This design comes from an exercise in tuning for small area on the open sky130 flow, not from production work.
In this exercise RTL edits were held to simulation tests only and were not proved equivalent to the original.

==> 06-24 <==
==> flow/design.v <==
module pwm_ppm_core (
    input  wire        clk,
    input  wire        rst,           
    input  wire        cmd_valid,
    input  wire [31:0] cmd,
    output wire        rsp_valid,
    output wire [31:0] rsp,
    input  wire        pwm_tick,
    output wire [15:0] pwm_out,
    input  wire        ppm_tick,
    input  wire [15:0] ppm_sample
);
    wire [3:0]  op  = cmd[31:28];
    wire [3:0]  rsv = cmd[27:24];
    wire [7:0]  ch  = cmd[23:16];
    wire [15:0] val = cmd[15:0];
    wire rsv0    = (rsv == 4'd0);
    wire is_setw = (op == 4'h1) && rsv0;
    wire is_getw = (op == 4'h2) && rsv0 && (val == 16'd0);
    wire is_init = (op == 4'h3) && rsv0 && (ch == 8'd0) && (val == 16'd0);
    wire ch_ok   = (ch[7:4] == 4'd0);
    wire illegal = !(is_setw || is_getw || is_init);
    reg         armed;
    reg         started;
    reg  [9:0]  m;
    reg  [9:0]  cw [0:15];
    reg  [9:0]  lw [0:15];
    reg  [16:0] b  [0:15];
    reg  [15:0] d  [0:15];
    reg  [15:0] dv;
    reg         rsp_valid_q;
    reg         rsp_st1_q;
    reg         rsp_st2_q;
    reg  [15:0] rsp_data_q;
    wire [15:0] sel = 16'd1 << ch[3:0];
    wire        getw_ok = is_getw && ch_ok;
    wire [15:0] rd_sel  = sel & dv & {16{getw_ok}};
    wire [255:0] rd_all;
    genvar gr;
    generate
        for (gr = 0; gr < 16; gr = gr + 1) begin : g_rd
            assign rd_all[gr*16 +: 16] = d[gr];
        end
    endgenerate
    wire [15:0] rd;
    pwm_ppm_rdmux u_rdmux (.sel(rd_sel), .x(rd_all), .y(rd));
    always @(posedge clk) begin
        rsp_valid_q <= cmd_valid && !rst;
        rsp_st2_q   <= illegal;
        rsp_st1_q   <= !illegal && !ch_ok;
        rsp_data_q  <= rd;
    end
    assign rsp_valid = rsp_valid_q;
    assign rsp       = {2'b00, rsp_st2_q, rsp_st1_q, 12'd0, rsp_data_q};
    wire do_init = cmd_valid && is_init;
    always @(posedge clk) begin
        if (rst)
            armed <= 1'b0;
        else if (do_init)
            armed <= 1'b1;
    end
    wire pwm_act  = pwm_tick && armed;
    wire boundary = !started || (&m[9:5] && m[2] && m[1] && !m[0]);
    always @(posedge clk) begin
        if (rst) begin
            started <= 1'b0;
            m       <= 10'h3FF;
        end else if (pwm_act) begin
            started <= 1'b1;
            m       <= boundary ? 10'h3FF : m + 10'd1;
        end
    end
    wire [9:0] clamped = val[15] ? 10'd0 :
                         (val[14:0] > 15'd999) ? 10'd999 : val[9:0];
    wire       do_setw = cmd_valid && is_setw && ch_ok;
    wire [9:0] cw_data = rst ? 10'd0 : clamped;
    wire [159:0] lw_all;
    pwm_ppm_outs u_outs (.lw(lw_all), .m(m), .out(pwm_out));
    genvar gp;
    generate
        for (gp = 0; gp < 16; gp = gp + 1) begin : g_pwm
            always @(posedge clk) begin
                if (rst || (do_setw && sel[gp]))
                    cw[gp] <= cw_data;
                if (pwm_act && boundary)
                    lw[gp] <= cw[gp];
            end
            assign lw_all[gp*10 +: 10] = lw[gp];
        end
    endgenerate
    wire ppm_act = ppm_tick && armed;
    localparam [16:0] B_CLR = 17'h1FF9B;    
    genvar gi, gb;
    generate
        for (gi = 0; gi < 16; gi = gi + 1) begin : g_ppm
            wire        sat = !b[gi][16] && (&b[gi][15:1]);
            wire        clr = rst || (ppm_act && !ppm_sample[gi]);
            wire [17:0] c;
            assign c[0] = ppm_act && !(ppm_sample[gi] && sat);
            for (gb = 0; gb < 17; gb = gb + 1) begin : g_bit
                assign c[gb+1] = c[gb] && b[gi][gb];
                always @(posedge clk)
                    b[gi][gb] <= clr ? B_CLR[gb] : (b[gi][gb] ^ c[gb]);
            end
            wire        dec = ppm_act && !ppm_sample[gi] && !b[gi][16];
            always @(posedge clk) begin
                if (rst)
                    dv[gi] <= 1'b0;
                else if (dec)
                    dv[gi] <= 1'b1;
                if (dec)
                    d[gi] <= b[gi][15:0] ^ c[15:0];
            end
        end
    endgenerate
endmodule
module pwm_ppm_rdmux (
    input  wire [15:0]  sel,
    input  wire [255:0] x,
    output reg  [15:0]  y
);
    integer r;
    always @(*) begin
        y = 16'd0;
        for (r = 0; r < 16; r = r + 1)
            y = y | (x[r*16 +: 16] & {16{sel[r]}});
    end
endmodule
module pwm_ppm_outs (
    input  wire [159:0] lw,
    input  wire [9:0]   m,
    output wire [15:0]  out
);
    genvar c, i;
    generate
        for (c = 0; c < 16; c = c + 1) begin : g_ch
            wire [10:0] g;
            assign g[0] = 1'b0;
            for (i = 0; i < 10; i = i + 1) begin : g_bit
                assign g[i+1] = m[i] ? (lw[c*10+i] && g[i]) : (lw[c*10+i] || g[i]);
            end
            assign out[c] = g[10];
        end
    endgenerate
endmodule
==> flow/flow/run.sh <==
#!/bin/bash
# Layout flow: the standard ORFS flow (standard.sh, standard synthesis
# unchanged) with two changes to how the layout is built:
#  - every input and output port is buffered with sky130_fd_sc_hd__buf_1
#    (the resizer may still upsize it) instead of the default buffer choice;
#  - clock tree synthesis clusters up to 30 sinks within 80 um per buffer and
#    inserts no dummy loads.
# The full make output goes to make.log in the work folder; ORFS keeps each
# step's own log under orfs/logs/.
set -euo pipefail
cd "$(dirname "$0")/.."
export BUFFER_PORTS_ARGS="-buffer_cell sky130_fd_sc_hd__buf_1"
export CTS_ARGS="-sink_clustering_enable -repair_clock_nets -sink_clustering_size 30 -sink_clustering_max_diameter 80 -dont_use_dummy_load"
bash standard.sh > make.log 2>&1
==> flow/standard.sh <==
#!/bin/bash
# synth_recipe.tcl (not shown) runs the flow's synth.tcl, then flattens the netlist and writes it again
# the make line also repeats each setting of config.mk as NAME=value (left out here)
make -C /OpenROAD-flow-scripts/flow DESIGN_CONFIG=/design/flow/config.mk WORK_HOME=/design/flow/orfs CLKGATE_MAP_FILE= SYNTH_SCRIPT=/design/flow/synth_recipe.tcl "${@:-finish}"
==> flow/config.mk <==
export PLATFORM = sky130hd
export DESIGN_NAME = pwm_ppm_core
export DESIGN_NICKNAME = pwm_ppm_core
export VERILOG_FILES = /design/flow/design.v
export SDC_FILE = /design/flow/constraint.sdc
export NUM_CORES = 4
export LEC_CHECK = 0
export CAP_MARGIN = 20
export CORE_MARGIN = 2
export CORE_UTILIZATION = 80
export SLEW_MARGIN = 20
export SYNTH_HIERARCHICAL = 1
==> flow/constraint.sdc <==
create_clock -name core_clock -period 10.0 [get_ports {clk}]
set_input_delay 2.0000 -clock core_clock [delete_from_list [all_inputs] [get_ports {clk}]]
set_output_delay 2.0000 -clock core_clock [all_outputs]
set_load 0.01 [all_outputs]
==> 10-01: changes against 06-24 <==
--- a/flow/design.v
+++ b/flow/design.v
@@ -33,22 +33,21 @@
     reg         rsp_st2_q;
     reg  [15:0] rsp_data_q;
     wire [15:0] sel = 16'd1 << ch[3:0];
-    wire        getw_ok = is_getw && ch_ok;
-    wire [15:0] rd_sel  = sel & dv & {16{getw_ok}};
-    wire [255:0] rd_all;
+    wire [16:0] rd_x [0:15];
     genvar gr;
     generate
         for (gr = 0; gr < 16; gr = gr + 1) begin : g_rd
-            assign rd_all[gr*16 +: 16] = d[gr];
+            assign rd_x[gr] = {dv[gr], d[gr]};
         end
     endgenerate
-    wire [15:0] rd;
-    pwm_ppm_rdmux u_rdmux (.sel(rd_sel), .x(rd_all), .y(rd));
+    wire [16:0] rd = rd_x[ch[3:0]];
+    wire [15:0] rd_d = rd[15:0];
+    wire        rd_v = rd[16];
     always @(posedge clk) begin
         rsp_valid_q <= cmd_valid && !rst;
         rsp_st2_q   <= illegal;
-        rsp_st1_q   <= !illegal && !ch_ok;
-        rsp_data_q  <= rd;
+        rsp_st1_q   <= !illegal && !is_init && !ch_ok;
+        rsp_data_q  <= (is_getw && ch_ok && rd_v) ? rd_d + 16'd1 : 16'd0;
     end
     assign rsp_valid = rsp_valid_q;
     assign rsp       = {2'b00, rsp_st2_q, rsp_st1_q, 12'd0, rsp_data_q};
@@ -74,9 +73,7 @@
                          (val[14:0] > 15'd999) ? 10'd999 : val[9:0];
     wire       do_setw = cmd_valid && is_setw && ch_ok;
     wire [9:0] cw_data = rst ? 10'd0 : clamped;
-    wire [159:0] lw_all;
-    pwm_ppm_outs u_outs (.lw(lw_all), .m(m), .out(pwm_out));
-    genvar gp;
+    genvar gp, gq;
     generate
         for (gp = 0; gp < 16; gp = gp + 1) begin : g_pwm
             always @(posedge clk) begin
@@ -85,7 +82,13 @@
                 if (pwm_act && boundary)
                     lw[gp] <= cw[gp];
             end
-            assign lw_all[gp*10 +: 10] = lw[gp];
+            wire [10:0] gt;
+            assign gt[0] = 1'b0;
+            for (gq = 0; gq < 10; gq = gq + 1) begin : g_cmp
+                assign gt[gq+1] = m[gq] ? (lw[gp][gq] && gt[gq])
+                                        : (lw[gp][gq] || gt[gq]);
+            end
+            assign pwm_out[gp] = gt[10];
         end
     endgenerate
     wire ppm_act = ppm_tick && armed;
@@ -96,50 +99,20 @@
             wire        sat = !b[gi][16] && (&b[gi][15:1]);
             wire        clr = rst || (ppm_act && !ppm_sample[gi]);
             wire [17:0] c;
-            assign c[0] = ppm_act && !(ppm_sample[gi] && sat);
+            assign c[0] = ppm_act && ppm_sample[gi] && !sat;
             for (gb = 0; gb < 17; gb = gb + 1) begin : g_bit
                 assign c[gb+1] = c[gb] && b[gi][gb];
                 always @(posedge clk)
                     b[gi][gb] <= clr ? B_CLR[gb] : (b[gi][gb] ^ c[gb]);
             end
-            wire        dec = ppm_act && !ppm_sample[gi] && !b[gi][16];
             always @(posedge clk) begin
                 if (rst)
                     dv[gi] <= 1'b0;
-                else if (dec)
+                else if (ppm_act && !ppm_sample[gi] && !b[gi][16])
                     dv[gi] <= 1'b1;
-                if (dec)
-                    d[gi] <= b[gi][15:0] ^ c[15:0];
+                if (!rst && ppm_act && !ppm_sample[gi] && !b[gi][16])
+                    d[gi] <= b[gi][15:0];
             end
         end
     endgenerate
 endmodule
-module pwm_ppm_rdmux (
-    input  wire [15:0]  sel,
-    input  wire [255:0] x,
-    output reg  [15:0]  y
-);
-    integer r;
-    always @(*) begin
-        y = 16'd0;
-        for (r = 0; r < 16; r = r + 1)
-            y = y | (x[r*16 +: 16] & {16{sel[r]}});
-    end
-endmodule
-module pwm_ppm_outs (
-    input  wire [159:0] lw,
-    input  wire [9:0]   m,
-    output wire [15:0]  out
-);
-    genvar c, i;
-    generate
-        for (c = 0; c < 16; c = c + 1) begin : g_ch
-            wire [10:0] g;
-            assign g[0] = 1'b0;
-            for (i = 0; i < 10; i = i + 1) begin : g_bit
-                assign g[i+1] = m[i] ? (lw[c*10+i] && g[i]) : (lw[c*10+i] || g[i]);
-            end
-            assign out[c] = g[10];
-        end
-    endgenerate
-endmodule
==> flow/run.sh (new file) <==
#!/bin/bash
# synth_recipe.tcl (not shown) runs the flow's synth.tcl, then flattens the netlist and writes it again
# the make line also repeats each setting of config.mk as NAME=value (left out here)
make -C /OpenROAD-flow-scripts/flow DESIGN_CONFIG=/design/flow/config.mk WORK_HOME=/design/flow/orfs CLKGATE_MAP_FILE= SYNTH_SCRIPT=/design/flow/synth_recipe.tcl finish
- CORE_UTILIZATION: 80 -> 40
- CTS_CLUSTER_DIAMETER: default -> 80
- CTS_CLUSTER_SIZE: default -> 25
- SYNTH_HIERARCHICAL: 1 -> default
removed: flow/flow/run.sh
removed: flow/standard.sh
==> results.sh <==
export IMPL_result_of_the_run="complete, no violations"
export IMPL_power_density_mw_per_mm2=157
export IMPL_clk_pin_slew_ns=0.11
export IMPL_timing_final_crit_share_pct=64.7
export IMPL_period_needed_ns=6.47
export IMPL_timing_slew_headroom_pct=28.9
export IMPL_groute_layer_met1_usage_pct=44.4
export IMPL_synth_mux_area_share_pct=0
export IMPL_post_synthesis_cell_count=2317
export IMPL_finish_instance_area_sq_mm=0.0365
export IMPL_drt_initial_drc_count=2247
export IMPL_share_of_cells_above_drive_strength_1_pct=7.17
-- figures above: 06-24

==> results.sh <==
export IMPL_result_of_the_run="complete, no violations"
export IMPL_power_density_mw_per_mm2=159
export IMPL_synth_mux_area_share_pct=1.46
export IMPL_drt_initial_drc_count=1600
export IMPL_timing_slew_headroom_pct=28.9
export IMPL_dieHeight_um=304
export IMPL_period_needed_ns=6.29
export IMPL_routed_wirelength_um=88200
export IMPL_clk_pin_slew_ns=0.09
export IMPL_diodes=0
export IMPL_combined_area_of_all_synthesized_cells_sq_mm=0.0361
export IMPL_finish_instance_area_sq_mm=0.0398
-- figures above: 10-01

## afterwards: timing with drivers on the ports
The results above use ideal ports. As a check the final layouts listed here were re-extracted and re-timed, cells and wires unchanged. Step 1 sets driving cells, clkbuf_16 on the clock port and buf_2 on the other inputs (assumed; they add their load-dependent delay and slew). Step 2 times the ports against the registers' clock, not the clock port: input delays grow and output delays shrink by t, the midpoint of the rising clock arrivals with the driver on. Slacks: no drivers / after step 1 / after step 2; pairs: no drivers / after step 1.
| run | t (ns) | slack for setup (ns) | worst hold slack (ns) | worst slew at a driven data input, ns | pins driven straight from the clock port |
|---|---|---|---|---|---|
| 06-24 | 0.635 | 3.530 / 3.562 / 2.928 | 0.408 / 0.408 / 0.408 | 0.07 | 1 |
| 10-01 | 0.674 | 3.715 / 3.759 / 3.085 | 0.421 / 0.421 / 0.421 | 0.09 | 1 |
After both steps setup and hold are still met in every run listed. The setup slack of 10-01, which loses most, moves by +0.044 ns with the drivers and by -0.630 ns with both steps.
